From an optimization exercise on the open Yosys and OpenROAD flow, aimed at small area, a short achievable clock period and few clock cycles; shortcuts taken in it are not production practice.
In this exercise RTL edits were held to simulation tests only and were not proved equivalent to the original.
Power is estimated from default activity; no workload was simulated.

===== design/flow/design.v =====
module csa20_core (
    input  wire        clk,
    input  wire        rst,           
    output reg         mem_valid,
    output reg         mem_we,
    output reg  [10:0] mem_addr,
    output reg  [19:0] mem_wdata,
    input  wire        mem_ready,
    input  wire [19:0] mem_rdata,
    output wire        halted,
    output wire [1:0]  halt_code,     
    output wire [3:0]  mfr,
    output wire        cc_ov,
    output wire        cc_uf
);
    localparam [5:0] OP_LDR = 6'd1,  OP_STR = 6'd2,  OP_LDA = 6'd3,  OP_AMR = 6'd4,
                     OP_SMR = 6'd5,  OP_AIR = 6'd6,  OP_SIR = 6'd7,  OP_LDX = 6'd33,
                     OP_STX = 6'd34;
    localparam [3:0] MFR_ILLEGAL_OPCODE = 4'd2,
                     MFR_ILLEGAL_ADDR   = 4'd3;
    localparam [12:0] BOOT_PC      = 13'd10;
    localparam [12:0] FAULT_ENTRY  = 13'd43;
    localparam [10:0] FAULT_PC_SAVE = 11'd4;
    localparam [3:0] S_FETCH  = 4'd0,
                     S_DECODE = 4'd1,
                     S_EA1    = 4'd2,    
                     S_EA2    = 4'd3,    
                     S_ADDR   = 4'd4,    
                     S_MEM    = 4'd5,    
                     S_IMM    = 4'd6,    
                     S_FAULT  = 4'd7,    
                     S_HALT   = 4'd8;
    reg [3:0]  state;
    reg [12:0] pc;
    reg [19:0] ir;
    reg [19:0] gpr [0:3];
    reg [12:0] ix  [1:3];
    reg [3:0]  mfr_r;
    reg        ov_r, uf_r;
    reg [20:0] ea;           
    reg [10:0] ptr;          
    reg [1:0]  hcode;
    assign halted    = (state == S_HALT);
    assign halt_code = hcode;
    assign mfr       = mfr_r;
    assign cc_ov     = ov_r;
    assign cc_uf     = uf_r;
    wire [5:0] op   = ir[19:14];
    wire [1:0] rf   = ir[13:12];
    wire [1:0] xf   = ir[11:10];
    wire       ind  = ir[9];
    wire [7:0] addr = ir[7:0];
    wire legal = (op == OP_LDR) || (op == OP_STR) || (op == OP_LDA) || (op == OP_AMR) ||
                 (op == OP_SMR) || (op == OP_AIR) || (op == OP_SIR) || (op == OP_LDX) ||
                 (op == OP_STX);
    wire is_store = (op == OP_STR) || (op == OP_STX);
    wire [12:0] ix_x = (xf == 2'd0) ? 13'd0 : ix[xf];
    localparam signed [21:0] MIN_SIGNED_20 = -22'sd524287;
    wire        alu_sub = (op == OP_SMR) || (op == OP_SIR);
    wire [19:0] alu_a   = gpr[rf];
    wire [19:0] alu_b   = (state == S_IMM) ? {12'd0, addr} : mem_rdata;
    wire [19:0] alu_nb  = alu_sub ? (~alu_b + 20'd1) : alu_b;
    wire [20:0] alu_sum = {1'b0, alu_a} + {1'b0, alu_nb};
    wire signed [21:0] alu_true = alu_sub ? ($signed({{2{alu_a[19]}}, alu_a}) - $signed({{2{alu_b[19]}}, alu_b}))
                                          : ($signed({{2{alu_a[19]}}, alu_a}) + $signed({{2{alu_b[19]}}, alu_b}));
    wire        alu_uf  = alu_true < MIN_SIGNED_20;
    always @(*) begin
        mem_valid = 1'b0;
        mem_we    = 1'b0;
        mem_addr  = 11'd0;
        mem_wdata = 20'd0;
        case (state)
            S_FETCH: begin
                mem_valid = (pc <= 13'd2047);
                mem_addr  = pc[10:0];
            end
            S_EA1: begin
                mem_valid = 1'b1;
                mem_addr  = {3'd0, addr};
            end
            S_EA2: begin
                mem_valid = 1'b1;
                mem_addr  = ptr;
            end
            S_MEM: begin
                mem_valid = 1'b1;
                mem_we    = is_store;
                mem_addr  = ea[10:0];
                mem_wdata = (op == OP_STX) ? {7'd0, ix_x} : gpr[rf];
            end
            S_FAULT: begin
                mem_valid = 1'b1;
                mem_we    = 1'b1;
                mem_addr  = FAULT_PC_SAVE;
                mem_wdata = {7'd0, pc};
            end
            default: ;
        endcase
    end
    wire xfer = mem_valid & mem_ready;
    wire [20:0] ea_sum = {8'd0, ix_x} + {1'b0, mem_rdata};
    wire [1:0] ix_tgt = (op == OP_LDA) ? rf : xf;
    always @(posedge clk) begin
        if (rst) begin
            state  <= S_FETCH;
            pc     <= BOOT_PC;
            ir     <= 20'd0;
            gpr[0] <= 20'd0;
            gpr[1] <= 20'd0;
            gpr[2] <= 20'd0;
            gpr[3] <= 20'd0;
            ix[1]  <= 13'd0;
            ix[2]  <= 13'd0;
            ix[3]  <= 13'd0;
            mfr_r  <= 4'd0;
            ov_r   <= 1'b0;
            uf_r   <= 1'b0;
            ea     <= 21'd0;
            ptr    <= 11'd0;
            hcode  <= 2'd0;
        end else begin
            case (state)
                S_FETCH: begin
                    if (pc > 13'd2047) begin
                        mfr_r <= MFR_ILLEGAL_ADDR;
                        state <= S_FAULT;
                    end else if (xfer) begin
                        ir    <= mem_rdata;
                        state <= S_DECODE;
                    end
                end
                S_DECODE: begin
                    if (!legal) begin
                        mfr_r <= MFR_ILLEGAL_OPCODE;
                        state <= S_FAULT;
                    end else if (op == OP_AIR || op == OP_SIR) begin
                        state <= S_IMM;
                    end else if (xf == 2'd0 && !ind) begin
                        ea    <= {13'd0, addr};
                        state <= S_ADDR;
                    end else begin
                        state <= S_EA1;
                    end
                end
                S_EA1: begin
                    if (xfer) begin
                        if (!ind) begin
                            ea    <= ea_sum;
                            state <= S_ADDR;
                        end else if (ea_sum > 21'd2047) begin
                            mfr_r <= MFR_ILLEGAL_ADDR;
                            state <= S_FAULT;
                        end else begin
                            ptr   <= ea_sum[10:0];
                            state <= S_EA2;
                        end
                    end
                end
                S_EA2: begin
                    if (xfer) begin
                        ea    <= {1'b0, mem_rdata};
                        state <= S_ADDR;
                    end
                end
                S_ADDR: begin
                    if (op == OP_STX && xf == 2'd0) begin
                        hcode <= 2'd1;
                        state <= S_HALT;
                    end else if (ea > 21'd2047) begin
                        mfr_r <= MFR_ILLEGAL_ADDR;
                        state <= S_FAULT;
                    end else begin
                        state <= S_MEM;
                    end
                end
                S_MEM: begin
                    if (xfer) begin
                        case (op)
                            OP_LDR: begin
                                gpr[rf] <= mem_rdata;
                                pc      <= pc + 13'd1;
                                state   <= S_FETCH;
                            end
                            OP_LDA, OP_LDX: begin
                                if (ix_tgt == 2'd0) begin
                                    hcode <= 2'd1;
                                    state <= S_HALT;
                                end else if (mem_rdata > 20'd8191) begin
                                    hcode <= 2'd2;
                                    state <= S_HALT;
                                end else begin
                                    ix[ix_tgt] <= mem_rdata[12:0];
                                    pc         <= pc + 13'd1;
                                    state      <= S_FETCH;
                                end
                            end
                            OP_AMR, OP_SMR: begin
                                gpr[rf] <= alu_sum[19:0];
                                ov_r    <= alu_sum[20];
                                uf_r    <= alu_uf;
                                pc      <= pc + 13'd1;
                                state   <= S_FETCH;
                            end
                            default: begin  
                                pc    <= pc + 13'd1;
                                state <= S_FETCH;
                            end
                        endcase
                    end
                end
                S_IMM: begin
                    gpr[rf] <= alu_sum[19:0];
                    ov_r    <= alu_sum[20];
                    uf_r    <= alu_uf;
                    pc      <= pc + 13'd1;
                    state   <= S_FETCH;
                end
                S_FAULT: begin
                    if (xfer) begin
                        pc    <= FAULT_ENTRY;
                        state <= S_FETCH;
                    end
                end
                default: state <= S_HALT;
            endcase
        end
    end
endmodule

===== design/flow/run.sh =====
#!/bin/bash
# synth_recipe.tcl (not shown) runs the flow's synth.tcl, then flattens the netlist and writes it again
# the make line also repeats each setting of config.mk as NAME=value (left out here)
make -C /OpenROAD-flow-scripts/flow DESIGN_CONFIG=/design/flow/config.mk WORK_HOME=/design/flow/orfs CLKGATE_MAP_FILE= SYNTH_SCRIPT=/design/flow/synth_recipe.tcl finish

===== design/flow/config.mk =====
export PLATFORM = sky130hd
export DESIGN_NAME = csa20_core
export DESIGN_NICKNAME = csa20_core
export VERILOG_FILES = /design/flow/design.v
export SDC_FILE = /design/flow/constraint.sdc
export NUM_CORES = 4
export LEC_CHECK = 0
export CAP_MARGIN = 20
export CORE_MARGIN = 2
export CORE_UTILIZATION = 40
export SLEW_MARGIN = 20

===== design/flow/constraint.sdc =====
create_clock -name core_clock -period 10.0 [get_ports {clk}]
set_input_delay 2.0000 -clock core_clock [delete_from_list [all_inputs] [get_ports {clk}]]
set_output_delay 2.0000 -clock core_clock [all_outputs]
set_load 0.01 [all_outputs]

==> results.json <==
{
  "status": "timing/DRC/antenna clean",
  "post-dp-hpwl_um": 29690,
  "postCtsHoldBufs": 0,
  "postCtsSetupBuffers": 0,
  "drtIter0Drc": 1006,
  "num-fill-cells": 3285,
  "fin_setup_tns_ps": 0,
  "cp.arrival_ps": 6990,
  "post-place-cells": 1964,
  "syn_area_per_cell_um2": 9.215,
  "finalMaxSlewViolations": 0,
  "ir_drop_uv": 162.4,
  "finalPower_w": 0.003301,
  "gp_congestion": 0.9221,
  "startpoint_type": "primary input",
  "clock-skew-final_ps": 22.20,
  "instances_no_fill": 2012,
  "antenna-diode-count": 0,
  "start_util": 0.4039,
  "crit_required_ps": 10480,
  "max_clock_freq_mhz": 153.4,
  "ant_nets": 0,
  "num_rows": 68,
  "ys_warn_count": 1,
  "overflow": 0,
  "min_to": "ea[18]$_SDFFE_PP0P_",
  "path_class": "in -> reg",
  "post_drt_wl_per_cell_um": 20.60,
  "cts_tree": "yes",
  "area_delta_synth_final_pct": 14.08,
  "synthAdderAreaFrac": 0.05402,
  "cts.path.max_buffers": 3,
  "min_path_cells": 2,
  "drive_gt1_frac": 0.08349,
  "synthCells": 1503,
  "end_kind": "flop",
  "r2r_end": "uf_r$_SDFFE_PP0P_",
  "synth-edff-count": 132,
  "wl_um": 41440,
  "drv_cap": 0,
  "synth.area.mux_share": 0.07977,
  "die_area_um2": 36130,
  "tightest_slew_ps": 1065,
  "syn_area_um2": 13850,
  "cts_resized": 0,
  "finalSetupViolCount": 0,
  "yosysSeqAreaShare": 0.3990,
  "r2r_slack_ps": 4460,
  "r2r_start": "state[2]$_SDFFE_PP0P_",
  "synth_top_family_by_area": "simple AND/OR/NAND/NOR gates",
  "clk_pin_slew_ps": 60,
  "num_vias": 11660,
  "rr_worst_depth": 23,
  "nets": 1619,
  "regArea_um2": 5525,
  "cts_root_buf": "clkbuf_16",
  "power-per-cell-area_nw_per_um2": 208.9,
  "coreArea_um2": 34290,
  "grt_util_all_layers": 0.2285,
  "cp_max_fo": 7,
  "yosysUniqueCellTypes": 86,
  "die_w_um": 190.1,
  "fp.dieH_um": 190.1,
  "cts.sinks": 210,
  "cts_made_buffers": 25,
  "slew_headroom": 0.2883,
  "rsz0062_at_grt": "false",
  "grt_pass1_wl_um": 64520,
  "io_pins": 65,
  "ys_seq_elements": 210,
  "utilization": 0.4608,
  "layout_setup_ws_ps": 3483,
  "remaining_drc_errors": 0,
  "first_pass_iters": 6,
  "finalCritPeriodShare": 0.6517,
  "hold_start": "ea[18]$_SDFFE_PP0P_",
  "multi_input_area_um2": 7824,
  "insertion_delay_ps": 550,
  "portBuffers": 62,
  "async_flop_share": 0,
  "antenna_found_initial": 0,
  "cts_max_level": 1,
  "hold_class": "reg -> reg",
  "synth_ff_type": "edfxtp_1",
  "synth_xor_area_frac": 0.04806,
  "leakage_nw": 6.069,
  "min_period_ps": 6517,
  "grt_pass1_vias": 11040,
  "synth-compound-area-share": 0.1675,
  "pre_cts_ws_ps": 3028,
  "yosys.area_share.simple": 0.2094,
  "grt_start_max_net_pins": 64,
  "vias_per_cell": 5.797,
  "finalHoldViolations": 0
}
==> Yosys cell counts, drive strengths merged (9+ instances only) <==
master,n,share of area
nor2,190,0.052
nand2,152,0.041
edfxtp,132,0.29
a21oi,99,0.036
clkbuf,81,0.022
dfxtp,78,0.11
and2,60,0.027
ha,55,0.050
o21ai,54,0.020
inv,51,0.014
xnor2,44,0.028
nor3,43,0.016
mux2i,35,0.025
mux4,33,0.054
xor2,32,0.020
a21o,29,0.016
nand3,25,0.0090
nor2b,25,0.011
a22oi,20,0.011
nand4,19,0.0090
buf,17,0.0061
a211oi,15,0.0098
and3,14,0.0063
a222oi,13,0.0094
nand2b,13,0.0059
nor4,13,0.0070
o31ai,12,0.0065
or3,12,0.0054
a31oi,11,0.0050
o21bai,11,0.0060
o211ai,9,0.0052
==> cell families after synthesis <==
kind of cell	after synthesis
compound gates	341
xor+xnor	76
fa+ha+maj	58
buf+inv	149
flops	210
mux	69
other cells	1
simple gates	599
==> per-layer routing <==
metal | GRT usage | vias up | routed length (um)
li1 | - | 5567 | -
met1 | 0.3209 | 5646 | 18550
met4 | 0.04442 | 0 | 642
met2 | 0.3848 | 408 | 19610
met3 | 0.02251 | 43 | 2648
met5 | 0 | - | 0
==> area by class of cell <==
class                      count  area share
sequential                   210      0.3497
inverter                      51     0.01212
multi-input combinational   1158      0.4952
clock buffer                  32     0.04340
timing repair buffer          92     0.05369
clock inverter                14    0.009820
tap                          455     0.03603
==> worst max-delay path by stage <==
stage	startpoint	slack, ps	endpoint	depth (start not counted)
finish	mem_rdata[1]	3480	uf_r$_SDFFE_PP0P_	23
global route	mem_rdata[1]	3030	uf_r$_SDFFE_PP0P_	23
CTS	mem_rdata[1]	3560	uf_r$_SDFFE_PP0P_	23
detailed placement	mem_rdata[1]	3030	uf_r$_SDFFE_PP0P_	23
global placement	mem_rdata[1]	3190	uf_r$_SDFFE_PP0P_	23
floorplan	mem_rdata[1]	4260	uf_r$_SDFFE_PP0P_	22
==> metrics by stage <==
step / area [um2] / hold WS [ps]
2_1_floorplan: 13900 / 432.1
3_3_place_gp: 14930 / 441.6
3_5_place_dp: 14930 / 443.4
4_1_cts: 15770 / 451.5
5_1_grt: 15800 / 482.1
6_report: 15800 / 452.4
==> critical path, stage by stage <==
cell	delay (ps)
clkdlybuf4s50_1	590
inv_1	260
nor2_1	80
a21oi_1	230
ha_1	250
nor3b_1	200
mux2i_1	190
a21oi_1	230
nand2_1	120
nor3_1	230
o21ai_0	110
o31ai_1	110
a22oi_1	100
ha_1	390
a211oi_1	260
o21bai_1	180
a21o_1	220
a21oi_1	220
a21o_1	190
a31oi_1	90
or3b_2	460
o21ai_0	90
o2111a_1	190
==> registers in the layout (all words and copies together), names as in the netlist, named ones only <==
signal / flops
ov_r: 1
state: 4
mfr_r: 2
uf_r: 1
gpr: 80
ptr: 11
ir: 19
hcode: 2
pc: 13
ix: 52
ea: 21
==> layout by cell type (no fill, tap or decap), drive strengths merged, types with 43 or more instances in the layout <==
cell type      netlist  routed
xnor2               44      44
clkdlybuf4s50        0      61
and2                60      60
nor3                43      43
a21oi               99      99
edfxtp             132     132
nand2              152     152
inv                 51      53
ha                  55      55
nor2               190     190
dfxtp               78      78
o21ai               54      54
==> power by group <==
part / total, W / leakage, nW / switching, W / internal (W)
clock network: 0.000932 / 0.408 / 0.000371 / 0.000562
registers: 0.00106 / 1.99 / 0.0000692 / 0.000992
logic: 0.00131 / 3.67 / 0.000794 / 0.000513
total: 0.00330 / 6.07 / 0.00123 / 0.00207
Testbench counts, summed over its fixed seeds: cycles 33,633.

port drivers added, routing unchanged:
In the flow no input, the clock included, has a driving cell. The finished layout below was timed again as built, in two steps.
Step 1 assumes that a clkbuf_16 drives the clock port and a buf_2 every other input.
Step 2, shift: input delay + t, output delay - t, t = (earliest + latest rising clock arrival at the registers) / 2. This alone moves slack from input paths to output paths.
Slacks: ideal ports / drivers / drivers and shift; pairs: ideal ports / drivers.
t, ns: 0.591
slack for setup (ns): 3.483 / 3.513 / 2.922
worst setup path after step 2: input to register
slew at the worst register clock pin (ns): 0.06 / 0.06
After both steps this run still meets setup and hold. The setup slack of this run moves by +0.030 ns with the drivers and by -0.561 ns with both steps.
